Source: an optimization exercise on an open RTL-to-GDS flow (aim: small area, a short achievable clock period and few clock cycles). Production flows keep margins and buffers that such runs may drop. Function was checked by simulation only, so behaviour that the tests miss may differ from the original. No activity file was given, so power comes from the tool's default toggle rates.

==> inputs of branch indigo <==
Design ccc_mc, start of the top module:
module ccc_mc (
    input  wire        clk,
    input  wire        rst_n,        
    input  wire        host_en,      
    input  wire        host_we,      
    input  wire        host_wide,    
    input  wire [8:0]  host_addr,
    input  wire [31:0] host_wdata,
    output reg  [31:0] host_rdata    
);
make LEC_CHECK=0 CAP_MARGIN=20 CORE_MARGIN=2 CORE_UTILIZATION=50 SETUP_SLACK_MARGIN=3.5 SLEW_MARGIN=20 SYNTH_HIERARCHICAL=1 SYNTH_MINIMUM_KEEP_SIZE=0 finish   # period 8.0 ns
run.sh (not shown) runs the stock make flow with config.mk's settings and CLKGATE_MAP_FILE= SYNTH_SCRIPT=/design/flow/synth_recipe.tcl, a recipe that flattens the netlist after the stock synthesis.
==> branch amber: changes against branch indigo <==
--- a/flow/design.v
+++ b/flow/design.v
@@ -16,17 +16,17 @@
     localparam [3:0] F_ODD_SIZE         = 4'hA;
     localparam [3:0] F_CMD_WHILE_BUSY   = 4'hB;
     localparam [3:0] F_BUF_WR_BUSY      = 4'hC;
     localparam [3:0] F_HOST_ACCESS      = 4'hD;
     localparam [3:0] F_ENCODE_OVERLAP   = 4'hE;
     localparam [7:0] OP_VALID  = 8'h50;
     localparam [7:0] OP_DECODE = 8'h51;
     localparam [7:0] OP_ENCODE = 8'h52;
-    localparam [2:0] S_DONE = 3'd0;    
+    localparam [2:0] S_DISP = 3'd0;    
     localparam [2:0] S_SCAN = 3'd1;    
     localparam [2:0] S_EVAL = 3'd2;    
     localparam [2:0] S_WDEC = 3'd3;    
     localparam [2:0] S_WENC = 3'd4;    
     localparam [2:0] S_DRAIN = 3'd5;   
     reg [2047:0] mem;              
     reg [255:0]  wrf;              
     reg [31:0]  cmd_q;             
@@ -36,33 +36,35 @@
     reg         c_inv_q;           
     reg [8:0]   result_q;          
     reg [3:0]   cause_q;
     reg [31:0]  fcmd_q;
     reg         pend_q;
     reg         uf_q;
     reg         k_val, k_dec, k_enc;
     reg         k_cz, k_ovl;
+    reg         k_bad, k_resv;     
+    reg         k_rngv, k_rnge;    
+    reg         k_lth, k_wth;      
     reg [7:0]   e_q;               
     reg [2:0]   st_q;
     reg         first_q;           
     reg [15:0]  p_oh;              
     reg [5:0]   rem_q;             
     reg [127:0] row_q;
     reg [15:0]  roww_q;
     reg         s2_scan, s2_dec, s2_enc;   
+    reg         s2_w;              
     reg         s2_first, s2_last;
     reg [1:0]   s2_quad;
-    reg [3:0]   nrows_q;           
+    reg [3:0]   scnt_q;            
     reg [1:0]   quad_q;            
     reg [4:0]   wrow_q;            
     reg [2:0]   off_q;             
     reg         unwr_q, ill_q;
-    reg         dn_fault;          
-    reg [3:0]   dn_cause;
     reg [3:0]   carry_q;           
     reg         lt_v, wt_v;
     reg [7:0]   lt_lo, wt_lo;
     reg [8:0]   lt_hip1, wt_hip1;
     wire [7:0] fa = cmd_q[23:16];
     wire [7:0] fb = cmd_q[15:8];
     wire [7:0] fc = cmd_q[7:0];
     function legal_byte(input [7:0] b);
@@ -114,39 +116,34 @@
     wire [7:0] w_c  = host_wdata[7:0];
     wire w_val = (w_op == OP_VALID);
     wire w_dec = (w_op == OP_DECODE);
     wire w_enc = (w_op == OP_ENCODE);
     wire w_cz  = (w_c == 8'd0);
     wire [8:0] w_bc  = {1'b0, w_b} + {1'b0, w_c};
     wire [8:0] w_ac  = {1'b0, w_a} + {1'b0, w_c};
     wire [9:0] w_b2c = {2'b0, w_b} + {1'b0, w_c, 1'b0};
-    wire w_chkf = !(w_val || w_dec || w_enc) ||
-                  (!w_enc && (w_a != 8'd0 || w_bc > 9'd256)) ||
-                  (w_enc && (w_ac > 9'd256 || w_b2c > 10'd256));
-    wire [3:0] w_chk_cause = !(w_val || w_dec || w_enc) ? F_ILLEGAL_OPCODE :
-                             (!w_enc && w_a != 8'd0)    ? F_RESERVED_NONZERO :
-                                                          F_BUF_RANGE;
     wire [7:0] w_base = w_enc ? w_a : w_b;
     wire [7:0] w_ea   = w_a + w_c - 8'd1;
     wire [7:0] w_eb   = w_b + w_c - 8'd1;
     wire [7:0] w_e    = w_enc ? w_ea : w_eb;
     wire w_ovl = !w_cz && (w_b < w_a) && (w_b2c > {2'b0, w_a});
     wire w_lth = w_cz || (lt_v && w_b >= lt_lo && w_bc <= lt_hip1);
     wire w_wth = w_cz || (wt_v && w_a >= wt_lo && w_ac <= wt_hip1);
     wire [1:0] w_e10 = w_a[1:0] + w_c[1:0] - 2'd1;
     wire [7:0] w_x0e = w_b + {w_c[6:0], 1'b0} + {5'b11111, ~w_e10, 1'b0};
     wire [7:0] base = k_enc ? fa : fb;
-    wire p_last = (rem_q == 6'd0);                    
+    wire lo_step = k_enc ? s2_last : s2_first;
+    wire hi_step = k_enc ? s2_first : s2_last;
     reg [15:0] smask, sleg;
     integer l;
     always @(*) begin
         for (l = 0; l < 16; l = l + 1) begin
-            smask[l] = s2_scan && (!s2_first || l >= base[3:0]) &&
-                       (!s2_last || l <= e_q[3:0]);
+            smask[l] = s2_scan && (!lo_step || l >= base[3:0]) &&
+                       (!hi_step || l <= e_q[3:0]);
             sleg[l]  = legal_byte(row_q[8*l +: 8]);
         end
     end
     wire unwr_t = unwr_q || |(smask & ~roww_q);
     wire ill_t  = ill_q  || |(smask & ~sleg);
     reg [63:0] dwin;
     reg [3:0]  dnib [0:15];
     wire [3:0] d_lo   = {1'b0, fb[3:1]} + {3'b0, fb[0]};         
@@ -172,32 +169,41 @@
             2'd1: equad = row_q[63:32];
             2'd2: equad = row_q[95:64];
             default: equad = row_q[127:96];
         endcase
         for (i = 0; i < 4; i = i + 1) begin
             ewin[16*i +: 16] = {enc_nib(equad[8*i +: 4]), enc_nib(equad[8*i+4 +: 4])};
         end
     end
-    wire in_done = (st_q == S_DONE);
-    wire in_scan = (st_q == S_SCAN);
+    wire in_disp = (st_q == S_DISP);
     wire in_eval = (st_q == S_EVAL);
-    wire in_wdec = (st_q == S_WDEC);
-    wire in_wenc = (st_q == S_WENC);
+    wire d_chkf = k_bad || (!k_enc && (k_resv || k_rngv)) || (k_enc && k_rnge);
+    wire [3:0] d_chk_cause = k_bad ? F_ILLEGAL_OPCODE :
+                             (!k_enc && k_resv) ? F_RESERVED_NONZERO : F_BUF_RANGE;
+    wire d_hit   = k_enc ? k_wth : k_lth;
+    wire d_fault = d_chkf || (d_hit && ((k_dec && fc[0]) || (k_enc && k_ovl)));
+    wire [3:0] d_cause = d_chkf ? d_chk_cause : k_dec ? F_ODD_SIZE : F_ENCODE_OVERLAP;
+    wire d_fin   = !d_fault && d_hit && (k_val || k_cz);
+    wire d_go    = in_disp && !d_fault && !d_fin;
+    wire in_scan = (st_q == S_SCAN) || (d_go && !d_hit);
+    wire in_wdec = (st_q == S_WDEC) || (d_go && d_hit && k_dec);
+    wire in_wenc = (st_q == S_WENC) || (d_go && d_hit && k_enc);
     wire issue   = in_scan || in_wdec || in_wenc;
+    wire p_last  = in_scan ? (scnt_q == 4'd0) : (rem_q == 6'd0);
     wire dec_w   = s2_dec;
     wire enc_w   = s2_enc;
     wire ev_fault = unwr_t || (k_dec && (fc[0] || ill_t)) || (k_enc && k_ovl);
     wire [3:0] ev_cause = unwr_t ? F_BUF_UNWRITTEN :
                           k_dec  ? (fc[0] ? F_ODD_SIZE : F_MANCHESTER_PRE) :
                                    F_ENCODE_OVERLAP;
     wire ev_fin  = k_val || (k_enc && k_cz);
-    wire seq_fault  = busy_q && ((in_done && dn_fault) || (in_eval && ev_fault));
-    wire [3:0] seq_cause = in_done ? dn_cause : ev_cause;
-    wire seq_finish = busy_q && ((in_done && !dn_fault) ||
+    wire seq_fault  = busy_q && ((in_disp && d_fault) || (in_eval && ev_fault));
+    wire [3:0] seq_cause = in_disp ? d_cause : ev_cause;
+    wire seq_finish = busy_q && ((in_disp && d_fin) ||
                                  (in_eval && !ev_fault && ev_fin) ||
                                  ((dec_w || enc_w) && s2_last));
     wire       fin_dec = k_dec;
     wire       fin_inv = k_val && ill_t && in_eval;
     wire [8:0] fin_res = k_val ? {8'd0, !(ill_t && in_eval)} :
                          k_dec ? {1'b0, fc} >> 1 : {fc, 1'b0};
     wire seq_done = seq_fault || seq_finish;
     wire        host_store = idle_ok && h_bufwr;
@@ -210,30 +216,29 @@
     reg [7:0] m1, m2, wok, off_oh;
     reg [2:0] jk;
     integer k;
     always @(*) begin
         for (k = 0; k < 8; k = k + 1) begin
             jk      = k - off_q;
             wok[k]  = seq_we && (!use_ge || {1'b0, jk} >= ge_thr) &&
                       (!use_le || {1'b0, jk} <= le_thr);
-            m1[k]   = busy_q ? (wok[k] && k >= off_q)
-                             : (host_store && host_addr[2:0] == k);
+            m1[k]   = (wok[k] && k >= off_q) || (host_store && host_addr[2:0] == k);
             m2[k]   = wok[k] && k < off_q;
             off_oh[k] = (off_q == k);
         end
     end
     wire [63:0] lanes;
-    ccc_mc_lanes u_ln (.win(s_win), .rot(off_oh), .busy(busy_q), .hdata(host_wdata[7:0]), .lanes(lanes));
+    ccc_mc_lanes u_ln (.win(s_win), .rot(off_oh), .busy(s2_w), .hdata(host_wdata[7:0]), .lanes(lanes));
     reg [31:0]  rs;
     wire [255:0] wen;
     integer x;
     always @(*) begin
         for (x = 0; x < 32; x = x + 1)
-            rs[x] = busy_q ? (wrow_q == x) : (host_addr[7:3] == x);
+            rs[x] = s2_w ? (wrow_q == x) : (host_addr[7:3] == x);
     end
     ccc_mc_wen u_we (.rs(rs), .m1(m1), .m2(m2), .wen(wen));
     genvar g;
     generate
         for (g = 0; g < 256; g = g + 1) begin : g_byte
             always @(posedge clk) begin
                 if (wen[g])
                     mem[8*g +: 8] <= lanes[8*(g & 7) +: 8];
@@ -343,41 +348,41 @@
             end
         end
     end
     wire [7:0] w_nra   = {4'd0, w_a[3:0]} + w_c - 8'd1;
     wire [7:0] w_nrb   = {4'd0, w_b[3:0]} + w_c - 8'd1;
     wire [3:0] w_nrows = w_enc ? w_nra[7:4] : w_nrb[7:4];
     wire [7:0] w_nq    = {6'd0, w_a[1:0]} + w_c - 8'd1;
     wire [5:0] w_nquad = w_nq[7:2];
-    wire       w_golt  = w_lth && !w_chkf;
-    wire       w_gowt  = w_wth && !w_chkf;
     always @(posedge clk) begin
         if (!rst_n)
             p_oh <= 16'd0;
         else if (accept)
-            p_oh <= !w_enc ? (16'd1 << w_b[7:4]) : w_wth ? (16'd1 << w_ea[7:4]) : (16'd1 << w_a[7:4]);
+            p_oh <= w_enc ? (16'd1 << w_ea[7:4]) : (16'd1 << w_b[7:4]);
         else if (!busy_q || seq_done || (issue && p_last))
             p_oh <= 16'd0;
         else if (in_eval)
             p_oh <= k_dec ? (16'd1 << fb[7:4]) : (16'd1 << e_q[7:4]);
-        else if (in_scan || in_wdec)
+        else if ((in_scan && !k_enc) || in_wdec)
             p_oh <= {p_oh[14:0], 1'b0};
-        else if (in_wenc && quad_q == 2'd0)
+        else if ((in_scan && k_enc) || (in_wenc && quad_q == 2'd0))
             p_oh <= {1'b0, p_oh[15:1]};
     end
     always @(posedge clk) begin
         if (!rst_n) begin
             s2_scan <= 1'b0;
             s2_dec  <= 1'b0;
             s2_enc  <= 1'b0;
+            s2_w    <= 1'b0;
         end else begin
             s2_scan <= busy_q && in_scan;
             s2_dec  <= busy_q && in_wdec;
             s2_enc  <= busy_q && in_wenc;
+            s2_w    <= busy_q && (in_wdec || in_wenc);
         end
     end
     always @(posedge clk) begin
         row_q    <= row_d;
         roww_q   <= row_w;
         s2_first <= first_q;
         s2_last  <= p_last;
         s2_quad  <= quad_q;
@@ -387,58 +392,52 @@
             k_dec   <= w_dec;
             k_enc   <= w_enc;
             k_cz    <= w_cz;
             k_ovl   <= w_ovl;
             e_q     <= w_e;
             first_q <= 1'b1;
             unwr_q  <= 1'b0;
             ill_q   <= 1'b0;
-            nrows_q <= w_nrows;
+            scnt_q  <= w_nrows;
             quad_q  <= w_e[3:2];
-            rem_q   <= w_enc && w_wth ? w_nquad : {2'b0, w_nrows};
-            dn_fault <= w_chkf || (w_dec && w_lth && w_c[0]) || (w_enc && w_wth && w_ovl);
-            dn_cause <= w_chkf ? w_chk_cause : w_dec ? F_ODD_SIZE : F_ENCODE_OVERLAP;
+            rem_q   <= w_enc ? w_nquad : {2'b0, w_nrb[7:4]};
+            k_bad   <= !(w_val || w_dec || w_enc);
+            k_resv  <= (w_a != 8'd0);
+            k_rngv  <= (w_bc > 9'd256);
+            k_rnge  <= (w_ac > 9'd256 || w_b2c > 10'd256);
+            k_lth   <= w_lth;
+            k_wth   <= w_wth;
             if (w_enc) begin
                 wrow_q <= w_x0e[7:3];
                 off_q  <= w_x0e[2:0];
             end else begin
                 wrow_q <= {w_b[7:4], 1'b0};
                 off_q  <= w_b[3:1];
             end
-            if (w_chkf || (w_val && w_lth) || (w_dec && w_lth && (w_c[0] || w_cz)) ||
-                (w_enc && w_wth && (w_ovl || w_cz)))
-                st_q <= S_DONE;
-            else if (w_dec && w_lth)
-                st_q <= S_WDEC;
-            else if (w_enc && w_wth)
-                st_q <= S_WENC;
-            else
-                st_q <= S_SCAN;
+            st_q    <= S_DISP;
         end else begin
             if (issue) begin
                 first_q <= 1'b0;
-                rem_q   <= rem_q - 6'd1;
+                if (in_scan)
+                    scnt_q <= scnt_q - 4'd1;
+                else
+                    rem_q  <= rem_q - 6'd1;
                 if (p_last)
                     st_q <= in_scan ? S_EVAL : S_DRAIN;
+                else
+                    st_q <= in_scan ? S_SCAN : in_wdec ? S_WDEC : S_WENC;
             end
             if (s2_scan) begin
                 unwr_q <= unwr_t;
                 ill_q  <= ill_t;
             end
             if (in_eval) begin
                 first_q <= 1'b1;
-                if (k_dec) begin
-                    st_q  <= S_WDEC;
-                    rem_q <= {2'b0, nrows_q};
-                end else begin
-                    st_q   <= S_WENC;
-                    quad_q <= e_q[3:2];
-                    rem_q  <= e_q[7:2] - fa[7:2];
-                end
+                st_q <= k_dec ? S_WDEC : S_WENC;
             end
             if (in_wenc)
                 quad_q <= quad_q - 2'd1;
             if (dec_w)
                 wrow_q <= wrow_q + 5'd1;
             if (enc_w)
                 wrow_q <= wrow_q - 5'd1;
         end
- CORE_UTILIZATION: 50 -> 60
- CTS_CLUSTER_DIAMETER: unset -> 60
- CTS_CLUSTER_SIZE: unset -> 30
- SETUP_SLACK_MARGIN: 3.5 -> 4.25
==> notes <==
- Branch indigo ran to the end with no violations. Branch amber finished with timing, DRC and antenna clean.
- Against branch indigo, the first-iteration DRC count of branch amber is larger by about 30%.
- In branch indigo the sequential share of layout area is lower than in branch amber, by 0.069 points.
- In branch amber the clock skew is lower than in branch indigo, by 15 ps.
- Against branch amber, the via count of branch indigo is smaller by about 4.4%.
- In branch amber the clock power is smaller than in branch indigo, by about 27%.
- Of branch indigo and branch amber, branch indigo has the higher die area (gap 20%, measured against branch amber).
- Synthesized cell count: branch amber is higher than branch indigo (2.4%).
- Register-to-register slack: branch amber is higher than branch indigo (540 ps).
- Against branch amber, the flip-flop and latch count of branch indigo is lower by 2.
- Between branch indigo and branch amber, the lower final cell count is in branch amber (gap about 3.6%, measured against branch amber).
==> figures <==
item                                                   branch indigo  branch amber
Critical register-to-register path startpoint              row_q[15]        busy_q
Met2 wire length                                              177 mm        181 mm
Non-clock buffer total of the final layout                       502           618
Area used by multi-input combinational logic              35200 um^2    37700 um^2
WHS Endpoint                                              s2_quad[1]      s2_first
Routed length on met3                                        43.4 mm       61.9 mm
Routability congestion estimate from global placement           1.03          1.06
Outcome                             no timing/DRC/antenna violations  no timing/DRC/antenna violations
Slew headroom                                                  13.5%         15.9%
Part of the cycle the worst path needs                         58.8%         50.1%
Drt pass-1 iters                                                  11            14
Number of filler instances in the final layout                 17300         12300
Max Fclk                                                     213 MHz       250 MHz
Clock latency at the later pin of the worst-skew pair         980 ps        910 ps
Seq_cells                                                       2661          2663
CP peak stage delay                                           600 ps        550 ps
End-of-flow core utilization                                   57.7%         69.8%
Setup Buffers After CTS                                          145           234
Combinational power                                          6.25 mW       3.94 mW
Leak pwr                                                     42.1 nW       42.5 nW
Max Fanout on Critical Path                                       81            45
Testbench counts of branch indigo, summed over its fixed seeds: cycles 18,840.
Testbench counts of branch amber, summed over its fixed seeds: cycles 18,840.

[separate check: timing with driven ports]
The results above use ideal ports. As a check the final layouts listed here were re-extracted and re-timed, cells and wires unchanged.
Step 1: set_driving_cell puts a clkbuf_16 on clk and a buf_2 on each other input, an assumption about the parent block.
Step 2 adds t to the input delays and takes it off the output delays; t is the mean of the earliest and latest rising clock arrival at the registers after step 1. Input paths then give back, and output paths get back, about the clock's delay inside the block.
Slacks: no drivers / after step 1 / after step 2; pairs: no drivers / after step 1.
run	t (ns)	setup WS [ns]	slew at the worst register clock pin (ns)
branch indigo	1.018	3.294 / 3.357 / 2.340	0.07 / 0.07
branch amber	0.965	3.996 / 3.977 / 3.013	0.12 / 0.12
After both steps every run listed still meets setup and hold. For branch amber, which loses most, drivers alone change the setup slack by -0.019 ns; drivers and shift together by -0.983 ns.
